What follows belongs to an exercise in optimizing a design on an open flow for small area, a short achievable clock period and few clock cycles per item; a production flow would make more cautious choices. The RTL was checked by simulation tests, not by an equivalence proof against the original design. Power is estimated from default activity; no workload was simulated.

==> flow/design.v <==
module apt_frame_parser (
    input  wire        clk,
    input  wire        rst,
    input  wire        in_valid,
    input  wire [7:0]  in_data,
    output wire        in_ready,
    output wire        out_valid,
    input  wire        out_ready,
    output reg  [1:0]  out_kind,
    output wire [1:0]  out_err,
    output reg  [15:0] out_msgid,
    output reg  [6:0]  out_dest,
    output reg  [7:0]  out_source,
    output reg         out_long,
    output reg  [7:0]  out_param1,
    output reg  [7:0]  out_param2,
    output reg  [63:0] out_f0,
    output reg  [31:0] out_f1,
    output reg  [31:0] out_f2,
    output wire [31:0] out_f3,
    output wire [12:0] out_status
);
    reg         oval;        
    reg         inpay;       
    reg         far;         
    reg         kn;          
    reg  [15:0] q;           
    reg         err_enum;    
    reg  [12:0] st;          
    reg  [2:0]  f3h;         
    reg  [7:0]  nx0;
    reg         rdy;
    assign in_ready   = rdy;
    assign out_valid  = oval;
    assign out_err    = {err_enum, !err_enum};
    assign out_status = st;
    assign out_f3     = {16'd0, f3h, st};
    wire        take = in_valid && in_ready;
    wire [7:0]  d    = in_data;
    wire [15:0] len  = {out_param2, out_param1};
    wire        hdr5 = !inpay && q[2:0] == 3'd5;
    wire        last = hdr5 ? (!out_long || len == 16'd0) : (inpay && q == len);
    function h(input integer k);
        h = take && !inpay && q[2:0] == k;
    endfunction
    function p(input integer k);
        p = take && inpay && !far && q[3:0] == k - 5;
    endfunction
    wire        c1  = kn && out_msgid[3:0] == 4'h1;
    wire        c2  = kn && out_msgid[3:0] == 4'h2;
    wire        c3  = kn && out_msgid[3:0] == 4'h3;
    wire        c4  = kn && out_msgid[3:0] == 4'h4;
    wire        c5  = kn && out_msgid[3:0] == 4'h5;
    wire        c6  = kn && out_msgid[3:0] == 4'h6;
    wire        c7  = kn && out_msgid[3:0] == 4'h7;
    wire        c8  = kn && out_msgid[3:0] == 4'h8;
    wire        known = kn;
    wire        kn_d = d == 8'h10 && nx0[7:4] == 4'h0 &&
                       nx0[3:0] != 4'h0 && nx0[3:0] <= 4'h8;
    wire        l4   = len[15:2] == 14'd0;
    wire        l6   = len[15:3] == 13'd0 && len[2:1] != 2'b11;
    wire        l8   = len[15:3] == 13'd0;
    wire        l14  = len[15:4] == 12'd0 && len[3:1] != 3'b111;
    wire        lshort = c2 ? l6 : c4 ? l4 : c8 ? l8 : l14;
    wire        too_short = (c2 | c3 | c4 | c6 | c7 | c8) && (!out_long || lshort);
    wire        bad_enum  = c1 && out_param2 != 8'd1 && out_param2 != 8'd2;
    wire [18:0] adc = {3'd0, d, out_f1[7:0]} + {1'b0, d, out_f1[7:0], 2'b00};
    wire [7:0]  dz = d & {8{inpay}};
    wire        at0 = !inpay && q[2:0] == 3'd0;
    always @(posedge clk) begin
        if (rst)
            rdy <= 1'b1;
        else
            rdy <= (take && last) || !oval || out_ready || (at0 && !take);
    end
    always @(posedge clk) begin
        if (rst) begin
            oval  <= 1'b0;
            inpay <= 1'b0;
            far   <= 1'b0;
            q     <= 16'd0;
        end else begin
            if (out_ready)
                oval <= 1'b0;
            if (take) begin
                if (last) begin
                    oval  <= 1'b1;
                    inpay <= 1'b0;
                    far   <= 1'b0;
                    q     <= 16'd0;
                end else if (hdr5) begin
                    inpay <= 1'b1;
                    q     <= 16'd1;
                end else begin
                    q     <= q + 16'd1;
                    if (inpay && q[3:0] == 4'd14)
                        far <= 1'b1;
                end
            end
        end
    end
    wire c2378 = c2 | c3 | c7 | c8;
    wire c237  = c2 | c3 | c7;
    wire c37   = c3 | c7;
    wire n15   = !(c1 | c5);
    always @(posedge clk) begin
        if (h(0)) nx0 <= d;
        if (h(1)) begin
            out_msgid       <= {d, nx0};
            kn              <= kn_d;
        end
        if (h(2)) out_param1      <= d;
        if (h(3)) out_param2      <= d;
        if (h(4)) begin
            out_long <= d[7];
            out_dest <= d[6:0];
        end
        if (h(5)) begin
            out_source <= d;
            out_kind   <= !known ? 2'd1 : (too_short || bad_enum) ? 2'd2 : 2'd0;
            err_enum   <= !too_short;
        end
        if (h(2))
            out_f0[7:0] <= {d[7:4] & {4{!c5}}, d[3:0]};
        else if (p(6) && n15)
            out_f0[7:0] <= d;
        else if (p(7) && c4)
            out_f0[7:0] <= adc[7:0];
        if (p(7) && c4)
            out_f0[15:8] <= adc[15:8];
        else if (h(2) || (p(7) && n15))
            out_f0[15:8] <= dz;
        if (p(7) && c4)
            out_f0[23:16] <= {5'd0, adc[18:16]};
        else if (h(2) || (p(8) && c6))
            out_f0[23:16] <= dz;
        if (h(2) || (p(9) && c6))  out_f0[31:24] <= dz;
        if (h(2) || (p(10) && c6)) out_f0[39:32] <= dz;
        if (h(2) || (p(11) && c6)) out_f0[47:40] <= dz;
        if (h(2) || (p(12) && c6)) out_f0[55:48] <= dz;
        if (h(2) || (p(13) && c6)) out_f0[63:56] <= dz;
        if (h(3))
            out_f1[7:0] <= {7'd0, d == 8'd1};
        else if (p(9) && c4)
            out_f1[7:0] <= adc[7:0];
        else if ((p(6) && c4) || (p(8) && n15) || (p(14) && c6))
            out_f1[7:0] <= d;
        if (p(9) && c4)
            out_f1[15:8] <= adc[15:8];
        else if (h(3) || (p(9) && c2378) || (p(15) && c6))
            out_f1[15:8] <= dz;
        if (p(9) && c4)
            out_f1[23:16] <= {5'd0, adc[18:16]};
        else if (p(15) && c6)
            out_f1[23:16] <= {8{d[7]}};
        else if (h(3) || (p(10) && c237))
            out_f1[23:16] <= dz;
        if (p(15) && c6)
            out_f1[31:24] <= {8{d[7]}};
        else if (h(3) || (p(11) && c237))
            out_f1[31:24] <= dz;
        if ((p(10) && c8) || (p(12) && c37) || (p(16) && c6))
            out_f2[7:0] <= d;
        if ((p(11) && c8) || (p(13) && c37) || (p(17) && c6))
            out_f2[15:8] <= d;
        if (h(4) || (p(14) && c3) || (p(18) && c6))
            out_f2[23:16] <= dz;
        if (h(4) || (p(15) && c3) || (p(19) && c6))
            out_f2[31:24] <= dz;
        if (p(12) && c8)
            st[7:0] <= d;
        if (p(13) && c8)
            {f3h, st[12:8]} <= d;
        if (p(16) && c37)
            st[5:0] <= {d[7:4], d[1:0]};
        if (p(17) && c37)
            st[10:6] <= {d[6:4], d[2:1]};
        if (p(19) && c37)
            st[12:11] <= {d[7], d[0]};
    end
endmodule
export LEC_CHECK = 0
export ABC_CLOCK_PERIOD_IN_PS = 2000
export CAP_MARGIN = 20
export CORE_MARGIN = 2
export CORE_UTILIZATION = 60
export CTS_CLUSTER_DIAMETER = 80
export CTS_CLUSTER_SIZE = 24
export PLACE_DENSITY = 0.75
export SETUP_SLACK_MARGIN = 2.5
export SLEW_MARGIN = 20
create_clock -name core_clock -period 4.5 [get_ports {clk}]
standard.sh (not shown) runs the stock make flow with config.mk's settings and CLKGATE_MAP_FILE= SYNTH_SCRIPT=/design/flow/synth_recipe.tcl, a recipe that flattens the netlist after the stock synthesis.
==> flow/flow/run.sh <==
#!/bin/bash
# The standard layout (the standard.sh) with two changes: port buffers of
# sky130_fd_sc_hd__buf_2, and no full/half-adder cell extraction in synthesis
# (ADDER_MAP_FILE empty), so abc maps the adders for speed.
set -uo pipefail
bash standard.sh "BUFFER_PORTS_ARGS=-buffer_cell sky130_fd_sc_hd__buf_2" "ADDER_MAP_FILE=" finish > standard.log 2>&1
The first run went through all stages and came out clean.
Testbench counts at the start, summed over its fixed seeds: cycles 48,895, items 3,200.
Rerun with:
==> flow/flow/run.sh (replaced) <==
#!/bin/bash
# The standard layout (the standard.sh) with two changes: port buffers of
# sky130_fd_sc_hd__buf_1, and no full/half-adder cell extraction in synthesis
# (ADDER_MAP_FILE empty), so abc maps the adders for speed.
set -uo pipefail
bash standard.sh "BUFFER_PORTS_ARGS=-buffer_cell sky130_fd_sc_hd__buf_1" "ADDER_MAP_FILE=" finish > standard.log 2>&1
--- a/flow/config.mk
+++ b/flow/config.mk
@@ -11 +11 @@
-export CORE_UTILIZATION = 60
+export CORE_UTILIZATION = 40
@@ -14,2 +14,2 @@
-export PLACE_DENSITY = 0.75
-export SETUP_SLACK_MARGIN = 2.5
+export PLACE_DENSITY = 0.72
+export SETUP_SLACK_MARGIN = 2.3
=> The new run completed without violations; hold slack is worse by 0.0047 ns; design area goes down by 11%; maximum frequency came out higher by 9.2%; global-route usage is lower by 10 points; sequential power hardly moves; total power is about the same; non-clock buffer count drops by 73; clock power goes up by about 9%.

========
RTL: the design.v shown in full above, as it stands there.
clock: 4.5 ns
lec_check: 0
abc_area: 1
cap_margin: 20
core_margin: 2
core_utilization: 40
cts_cluster_diameter: 80
cts_cluster_size: 24
place_density: 0.66
setup_slack_margin: 2.4
slew_margin: 20
==> flow/flow/run.sh <==
#!/bin/bash
# The standard layout (the standard.sh) with two changes: port buffers of
# sky130_fd_sc_hd__buf_1, and no full/half-adder cell extraction in synthesis
# (ADDER_MAP_FILE empty), so abc maps the adders for speed.
set -uo pipefail
bash standard.sh "BUFFER_PORTS_ARGS=-buffer_cell sky130_fd_sc_hd__buf_1" "ADDER_MAP_FILE=" finish > standard.log 2>&1
The first run passed the timing, DRC and antenna checks.
Testbench counts at the start, summed over its fixed seeds: cycles 48,895, items 3,200.
Next try:
--- a/flow/config.mk
+++ b/flow/config.mk
@@ -8 +8 @@
-export ABC_AREA = 1
+export ABC_CLOCK_PERIOD_IN_PS = 2000
@@ -11 +11 @@
-export CORE_UTILIZATION = 40
+export CORE_UTILIZATION = 46
@@ -14,2 +14,2 @@
-export PLACE_DENSITY = 0.66
-export SETUP_SLACK_MARGIN = 2.4
+export PLACE_DENSITY = 0.72
+export SETUP_SLACK_MARGIN = 2.2
Die area came out lower by 12%.
Design area stays flat.
Routed wire length came out lower by 1.1%.
Maximum frequency came out lower by 10%.
Next try:
--- a/flow/config.mk
+++ b/flow/config.mk
@@ -11 +11 @@
-export CORE_UTILIZATION = 46
+export CORE_UTILIZATION = 40
@@ -14 +14 @@
-export PLACE_DENSITY = 0.72
+export PLACE_DENSITY = 0.6
The new run passed the timing, DRC and antenna checks. Utilization fell by 7.7 points. Clock-buffer cell count decreases by 2. Worst setup slack degrades by 11 ps. Via count goes down by 2.0%. Power went down by 1.2%. Sequential power barely changes. Routed wire length increases by 1.3%. Cell count grows by 2.9%.
Next try:
--- a/flow/config.mk
+++ b/flow/config.mk
@@ -12,3 +12,3 @@
-export CTS_CLUSTER_DIAMETER = 80
-export CTS_CLUSTER_SIZE = 24
-export PLACE_DENSITY = 0.6
+export CTS_CLUSTER_DIAMETER = 70
+export CTS_CLUSTER_SIZE = 20
+export PLACE_DENSITY = 0.72
Result:
- area after synthesis stays the same
- combinational power climbs by about 3%
- die area does not change
- cell area climbs by 0.67%
- clock skew drops by 3.8 ps
- total power climbs by 3.4%
- clock power climbs by about 9%
- clock-buffer cell count climbs by 6
Next try:
==> flow/flow/run.sh (replaced) <==
#!/bin/bash
# The standard layout (the standard.sh) with two changes: port buffers of
# sky130_fd_sc_hd__buf_2, and no full/half-adder cell extraction in synthesis
# (ADDER_MAP_FILE empty), so abc maps the adders for speed.
set -uo pipefail
bash standard.sh "BUFFER_PORTS_ARGS=-buffer_cell sky130_fd_sc_hd__buf_2" "ADDER_MAP_FILE=" finish > standard.log 2>&1
--- a/flow/config.mk
+++ b/flow/config.mk
@@ -12,4 +12,4 @@
-export CTS_CLUSTER_DIAMETER = 70
-export CTS_CLUSTER_SIZE = 20
-export PLACE_DENSITY = 0.72
-export SETUP_SLACK_MARGIN = 2.2
+export CTS_CLUSTER_DIAMETER = 80
+export CTS_CLUSTER_SIZE = 24
+export PLACE_DENSITY = 0.6
+export SETUP_SLACK_MARGIN = 2.5
Effect: The new run completed with no timing, DRC or antenna violations; area after synthesis is unchanged; cell count went up by a few percent; cell area rose by about a fifth; total power falls slightly; fmax is higher by a few percent; die area stays the same; first-iteration DRC count went up by about a fifth; critical path depth does not change.

port drivers added, routing unchanged:
In the flow no input, the clock included, has a driving cell. The finished layouts below were timed again as built, in two steps.
Step 1 sets driving cells, clkbuf_16 on the clock port and buf_2 on the other inputs (assumed; they add their load-dependent delay and slew).
Step 2 also shifts input and output timing later by t, the mid clock arrival at the registers, as if the neighbouring blocks saw the same clock.
a / b / c = no drivers / after step 1 / after step 2; a / b = the first two.
run	t, ns	setup slack, ns	hold slack, ns	worst slew at a driven data input, ns
the first run of note 1	0.520	2.065 / 2.065 / 1.582	0.429 / 0.429 / 0.429	0.20
the second run of note 1	0.527	2.270 / 2.227 / 1.756	0.424 / 0.424 / 0.424	0.16
the first run of note 2	0.519	2.440 / 2.392 / 1.966	0.440 / 0.440 / 0.440	0.07
the second run of note 2	0.524	2.211 / 2.174 / 1.680	0.455 / 0.455 / 0.455	0.07
the third run of note 2	0.522	2.200 / 2.200 / 1.710	0.437 / 0.437 / 0.437	0.06
the fourth run of note 2	0.528	2.228 / 2.224 / 1.742	0.441 / 0.441 / 0.441	0.04
the fifth run of note 2	0.534	2.278 / 2.241 / 1.736	0.448 / 0.448 / 0.448	0.15
After both steps setup and hold are still met in every run listed. For the fifth run of note 2, which loses most, drivers alone change the setup slack by -0.037 ns; drivers and shift together by -0.542 ns.
